Background: an optimization exercise with open tools, aiming at small area. Do not read the settings as production practice. Only simulation tests tie the RTL to the original design; equivalence was not proved. No activity file was given, so power comes from the tool's default toggle rates.

==> inputs of run H <==
==> flow/design.v <==
module crc8_x2 (
    input  wire a,
    input  wire b,
    output wire y
);
    assign y = a ^ b;
endmodule
module crc8_24 (
    input  wire [23:0] msg,
    output wire [7:0]  crc
);
    wire [49:0] t;
    crc8_x2 u0 (.a(msg[12]), .b(msg[14]), .y(t[0]));
    crc8_x2 u1 (.a(msg[15]), .b(msg[17]), .y(t[1]));
    crc8_x2 u2 (.a(msg[16]), .b(msg[18]), .y(t[2]));
    crc8_x2 u3 (.a(msg[6]), .b(msg[22]), .y(t[3]));
    crc8_x2 u4 (.a(msg[11]), .b(msg[13]), .y(t[4]));
    crc8_x2 u5 (.a(msg[23]), .b(t[2]), .y(t[5]));
    crc8_x2 u6 (.a(msg[21]), .b(t[0]), .y(t[6]));
    crc8_x2 u7 (.a(t[1]), .b(t[3]), .y(t[7]));
    crc8_x2 u8 (.a(msg[9]), .b(t[4]), .y(t[8]));
    crc8_x2 u9 (.a(msg[0]), .b(msg[1]), .y(t[9]));
    crc8_x2 u10 (.a(msg[3]), .b(t[8]), .y(t[10]));
    crc8_x2 u11 (.a(msg[8]), .b(msg[10]), .y(t[11]));
    crc8_x2 u12 (.a(msg[13]), .b(t[9]), .y(t[12]));
    crc8_x2 u13 (.a(msg[6]), .b(t[6]), .y(t[13]));
    crc8_x2 u14 (.a(msg[2]), .b(t[11]), .y(t[14]));
    crc8_x2 u15 (.a(msg[19]), .b(t[13]), .y(t[15]));
    crc8_x2 u16 (.a(t[7]), .b(t[12]), .y(t[16]));
    crc8_x2 u17 (.a(msg[4]), .b(msg[5]), .y(t[17]));
    crc8_x2 u18 (.a(msg[7]), .b(t[5]), .y(t[18]));
    crc8_x2 u19 (.a(msg[0]), .b(msg[8]), .y(t[19]));
    crc8_x2 u20 (.a(t[19]), .b(t[15]), .y(t[20]));
    crc8_x2 u21 (.a(t[20]), .b(t[18]), .y(t[21]));
    crc8_x2 u22 (.a(msg[9]), .b(msg[20]), .y(t[22]));
    crc8_x2 u23 (.a(t[22]), .b(t[5]), .y(t[23]));
    crc8_x2 u24 (.a(t[23]), .b(t[6]), .y(t[24]));
    crc8_x2 u25 (.a(t[24]), .b(t[16]), .y(t[25]));
    crc8_x2 u26 (.a(msg[12]), .b(t[14]), .y(t[26]));
    crc8_x2 u27 (.a(t[26]), .b(t[16]), .y(t[27]));
    crc8_x2 u28 (.a(msg[1]), .b(msg[2]), .y(t[28]));
    crc8_x2 u29 (.a(t[28]), .b(msg[14]), .y(t[29]));
    crc8_x2 u30 (.a(t[29]), .b(t[10]), .y(t[30]));
    crc8_x2 u31 (.a(t[30]), .b(t[18]), .y(t[31]));
    crc8_x2 u32 (.a(msg[3]), .b(msg[4]), .y(t[32]));
    crc8_x2 u33 (.a(t[32]), .b(msg[19]), .y(t[33]));
    crc8_x2 u34 (.a(t[33]), .b(t[0]), .y(t[34]));
    crc8_x2 u35 (.a(t[34]), .b(t[1]), .y(t[35]));
    crc8_x2 u36 (.a(t[35]), .b(t[14]), .y(t[36]));
    crc8_x2 u37 (.a(msg[15]), .b(msg[20]), .y(t[37]));
    crc8_x2 u38 (.a(t[37]), .b(t[2]), .y(t[38]));
    crc8_x2 u39 (.a(t[38]), .b(t[10]), .y(t[39]));
    crc8_x2 u40 (.a(t[39]), .b(t[17]), .y(t[40]));
    crc8_x2 u41 (.a(msg[10]), .b(msg[16]), .y(t[41]));
    crc8_x2 u42 (.a(t[41]), .b(msg[17]), .y(t[42]));
    crc8_x2 u43 (.a(t[42]), .b(t[15]), .y(t[43]));
    crc8_x2 u44 (.a(t[43]), .b(t[17]), .y(t[44]));
    crc8_x2 u45 (.a(msg[5]), .b(msg[7]), .y(t[45]));
    crc8_x2 u46 (.a(t[45]), .b(msg[18]), .y(t[46]));
    crc8_x2 u47 (.a(t[46]), .b(msg[20]), .y(t[47]));
    crc8_x2 u48 (.a(t[47]), .b(t[4]), .y(t[48]));
    crc8_x2 u49 (.a(t[48]), .b(t[7]), .y(t[49]));
    assign crc[0] = t[21];
    assign crc[1] = t[25];
    assign crc[2] = t[27];
    assign crc[3] = t[31];
    assign crc[4] = t[36];
    assign crc[5] = t[40];
    assign crc[6] = t[44];
    assign crc[7] = t[49];
endmodule
module crc8_codec (
    input  wire        clk,
    input  wire        rst,       
    input  wire        issue,
    input  wire [47:0] cmd,
    output wire [7:0]  rstat,
    output wire [3:0]  rop,
    output wire [7:0]  rcrc,
    output wire [31:0] rframe
);
    wire [3:0]  op = cmd[47:44];
    wire [6:0]  ea = cmd[38:32];
    wire [31:0] pl = cmd[31:0];
    wire op_crc8  = (op == 4'h1);
    wire op_ve    = (op == 4'h3) | (op == 4'h4);
    wire op_legal = op_crc8 | (op == 4'h2) | op_ve;
    wire ld   = issue & ~rst;     
    wire keep = ~issue & ~rst;    
    reg        has_q, addr_q;
    reg [3:0]  op_q;
    reg [31:0] f_q;               
    wire [31:0] f_ld = {pl[31] & (op_crc8 | op_ve),
                        pl[30:8] & {23{op_legal}},
                        pl[7:0] & {8{op_ve}}};
    always @(posedge clk) begin
        has_q  <= ~rst & (issue | has_q);
        addr_q <= (ld & op_ve & (pl[30:24] == ea)) | (keep & addr_q);
        op_q   <= ({4{ld}} & op) | ({4{keep}} & op_q);
        f_q    <= ({32{ld}} & f_ld) | ({32{keep}} & f_q);
    end
    wire [7:0] crc;
    crc8_24 u_crc (.msg(f_q[31:8]), .crc(crc));
    wire q_cb = (op_q == 4'h1) | (op_q == 4'h2);
    wire q_ve = (op_q == 4'h3) | (op_q == 4'h4);
    wire sts_ok  = q_ve & f_q[31];
    wire addr_ok = addr_q;
    wire [7:0] syn;
    crc8_x2 u_syn[7:0] (.a(f_q[7:0]), .b(crc), .y(syn));
    wire crc_ok  = q_ve & ~|syn;
    assign rstat  = {has_q, has_q & ~(q_cb | q_ve), sts_ok & addr_ok & crc_ok,
                     sts_ok, addr_ok, crc_ok, 2'b00};
    assign rop    = op_q;
    assign rcrc   = crc;
    assign rframe = {f_q[31:8], f_q[7:0] | (crc & {8{q_cb}})};
endmodule
==> flow/flow/run.sh <==
#!/bin/bash
# The standard layout, with the smallest buffer on the ports and a leaner clock tree.
set -euo pipefail
bash standard.sh \
  "BUFFER_PORTS_ARGS=-buffer_cell sky130_fd_sc_hd__buf_1" \
  "CTS_ARGS=-sink_clustering_enable -repair_clock_nets -dont_use_dummy_load" \
  finish > flow_make.log 2>&1
==> flow/standard.sh <==
#!/bin/bash
# synth_recipe.tcl (not shown) runs the flow's synth.tcl, then flattens the netlist and writes it again
# the make line also repeats each setting of config.mk as NAME=value (left out here)
make -C /OpenROAD-flow-scripts/flow DESIGN_CONFIG=/design/flow/config.mk WORK_HOME=/design/flow/orfs CLKGATE_MAP_FILE= SYNTH_SCRIPT=/design/flow/synth_recipe.tcl "${@:-finish}"
==> flow/config.mk <==
export PLATFORM = sky130hd
export DESIGN_NAME = crc8_codec
export DESIGN_NICKNAME = crc8_codec
export VERILOG_FILES = /design/flow/design.v
export SDC_FILE = /design/flow/constraint.sdc
export NUM_CORES = 4
export LEC_CHECK = 0
export CAP_MARGIN = 20
export CORE_MARGIN = 2
export CORE_UTILIZATION = 40
export PLACE_DENSITY = 0.6
export SLEW_MARGIN = 20
export SYNTH_HIERARCHICAL = 1
==> flow/constraint.sdc <==
create_clock -name core_clock -period 5.0 [get_ports {clk}]
set_input_delay 1.0000 -clock core_clock [delete_from_list [all_inputs] [get_ports {clk}]]
set_output_delay 1.0000 -clock core_clock [all_outputs]
set_load 0.01 [all_outputs]
==> run G: changes against run H <==
==> flow/design.v (replaced) <==
module crc8_24 (
    input  wire [23:0] msg,
    output wire [7:0]  crc
);
    wire t0 = msg[12] ^ msg[14];
    wire t1 = msg[15] ^ msg[17];
    wire t2 = msg[16] ^ msg[18];
    wire t3 = msg[6] ^ msg[22];
    wire t4 = msg[11] ^ msg[13];
    wire t5 = msg[23] ^ t2;
    wire t6 = msg[21] ^ t0;
    wire t7 = t1 ^ t3;
    wire t8 = msg[9] ^ t4;
    wire t9 = msg[0] ^ msg[1];
    wire t10 = msg[3] ^ t8;
    wire t11 = msg[8] ^ msg[10];
    wire t12 = msg[13] ^ t9;
    wire t13 = msg[6] ^ t6;
    wire t14 = msg[2] ^ t11;
    wire t15 = msg[19] ^ t13;
    wire t16 = t7 ^ t12;
    wire t17 = msg[4] ^ msg[5];
    wire t18 = msg[7] ^ t5;
    wire t19 = msg[0] ^ msg[8];
    wire t20 = t19 ^ t15;
    wire t21 = t20 ^ t18;
    wire t22 = msg[9] ^ msg[20];
    wire t23 = t22 ^ t5;
    wire t24 = t23 ^ t6;
    wire t25 = t24 ^ t16;
    wire t26 = msg[12] ^ t14;
    wire t27 = t26 ^ t16;
    wire t28 = msg[1] ^ msg[2];
    wire t29 = t28 ^ msg[14];
    wire t30 = t29 ^ t10;
    wire t31 = t30 ^ t18;
    wire t32 = msg[3] ^ msg[4];
    wire t33 = t32 ^ msg[19];
    wire t34 = t33 ^ t0;
    wire t35 = t34 ^ t1;
    wire t36 = t35 ^ t14;
    wire t37 = msg[15] ^ msg[20];
    wire t38 = t37 ^ t2;
    wire t39 = t38 ^ t10;
    wire t40 = t39 ^ t17;
    wire t41 = msg[10] ^ msg[16];
    wire t42 = t41 ^ msg[17];
    wire t43 = t42 ^ t15;
    wire t44 = t43 ^ t17;
    wire t45 = msg[5] ^ msg[7];
    wire t46 = t45 ^ msg[18];
    wire t47 = t46 ^ msg[20];
    wire t48 = t47 ^ t4;
    wire t49 = t48 ^ t7;
    assign crc[0] = t21;
    assign crc[1] = t25;
    assign crc[2] = t27;
    assign crc[3] = t31;
    assign crc[4] = t36;
    assign crc[5] = t40;
    assign crc[6] = t44;
    assign crc[7] = t49;
endmodule
module crc8_codec (
    input  wire        clk,
    input  wire        rst,       
    input  wire        issue,
    input  wire [47:0] cmd,
    output wire [7:0]  rstat,
    output wire [3:0]  rop,
    output wire [7:0]  rcrc,
    output wire [31:0] rframe
);
    wire [3:0]  op = cmd[47:44];
    wire [6:0]  ea = cmd[38:32];
    wire [31:0] pl = cmd[31:0];
    wire op_crc8  = (op == 4'h1);
    wire op_ve    = (op == 4'h3) | (op == 4'h4);
    wire op_legal = op_crc8 | (op == 4'h2) | op_ve;
    wire ld   = issue & ~rst;     
    wire keep = ~issue & ~rst;    
    reg        has_q, addr_q;
    reg [3:0]  op_q;
    reg [31:0] f_q;               
    wire [31:0] f_ld = {pl[31] & (op_crc8 | op_ve),
                        pl[30:8] & {23{op_legal}},
                        pl[7:0] & {8{op_ve}}};
    always @(posedge clk) begin
        has_q  <= ~rst & (issue | has_q);
        addr_q <= (ld & op_ve & (pl[30:24] == ea)) | (keep & addr_q);
        op_q   <= ({4{ld}} & op) | ({4{keep}} & op_q);
        f_q    <= ({32{ld}} & f_ld) | ({32{keep}} & f_q);
    end
    wire [7:0] crc;
    crc8_24 u_crc (.msg(f_q[31:8]), .crc(crc));
    wire q_cb = (op_q == 4'h1) | (op_q == 4'h2);
    wire q_ve = (op_q == 4'h3) | (op_q == 4'h4);
    wire sts_ok  = q_ve & f_q[31];
    wire addr_ok = addr_q;
    wire crc_ok  = q_ve & (f_q[7:0] == crc);
    assign rstat  = {has_q, has_q & ~(q_cb | q_ve), sts_ok & addr_ok & crc_ok,
                     sts_ok, addr_ok, crc_ok, 2'b00};
    assign rop    = op_q;
    assign rcrc   = crc;
    assign rframe = {f_q[31:8], f_q[7:0] | (crc & {8{q_cb}})};
endmodule
==> flow/run.sh (new file) <==
#!/bin/bash
# synth_recipe.tcl (not shown) runs the flow's synth.tcl, then flattens the netlist and writes it again
# the make line also repeats each setting of config.mk as NAME=value (left out here)
make -C /OpenROAD-flow-scripts/flow DESIGN_CONFIG=/design/flow/config.mk WORK_HOME=/design/flow/orfs CLKGATE_MAP_FILE= SYNTH_SCRIPT=/design/flow/synth_recipe.tcl finish
- SYNTH_HIERARCHICAL: 1 -> default
removed: flow/flow/run.sh
removed: flow/standard.sh
==> comparison <==
- Against run H, the hold slack of run G is lower by 0.0059 ns.
- Between run H and run G, the lower via count is in run H (gap about 7%, measured against run G).
- Between run H and run G, the lower routed wire length is in run H (gap about 13%, measured against run G).
- In sequential power, run G and run H hardly differ.
- Between run G and run H, the lower fmax is in run G (gap 0.34%, measured against run H).
- In run G the count of clock-buffer cells in the layout is higher than in run H, by 1.
- Worst setup slack: run G is worse than run H (0.014 ns).
- Of run H and run G, run G has the higher first-iteration DRC count (gap 40%, measured against run G).
- Run H completed without violations. Run G ran to the end with no violations.
- Of run H and run G, run G has the higher global-route usage (gap 1.2 points).
- In sequential cell count, run G and run H do not differ.

afterwards: timing with drivers on the ports:
How much do the figures lean on ideal ports? The routed layouts below were timed once more, with nothing changed but the port constraints. Step 1 (the two cells are an assumption about what drives the block):
set clk [get_ports {clk}]
set_driving_cell -lib_cell sky130_fd_sc_hd__clkbuf_16 $clk
set_driving_cell -lib_cell sky130_fd_sc_hd__buf_2 [delete_from_list [all_inputs] $clk]
Step 2 also shifts input and output timing later by t, the mid clock arrival at the registers, as if the neighbouring blocks saw the same clock. a / b / c = ideal ports / drivers / drivers and shift; a / b = the first two.
| run | t, ns | slack for setup (ns) | worst data-port slew with drivers (ns) |
|---|---|---|---|
| run H | 0.307 | 0.841 / 0.812 / 1.119 | 0.04 |
| run G | 0.317 | 0.827 / 0.799 / 1.116 | 0.04 |
After both steps every run listed still meets setup and hold.
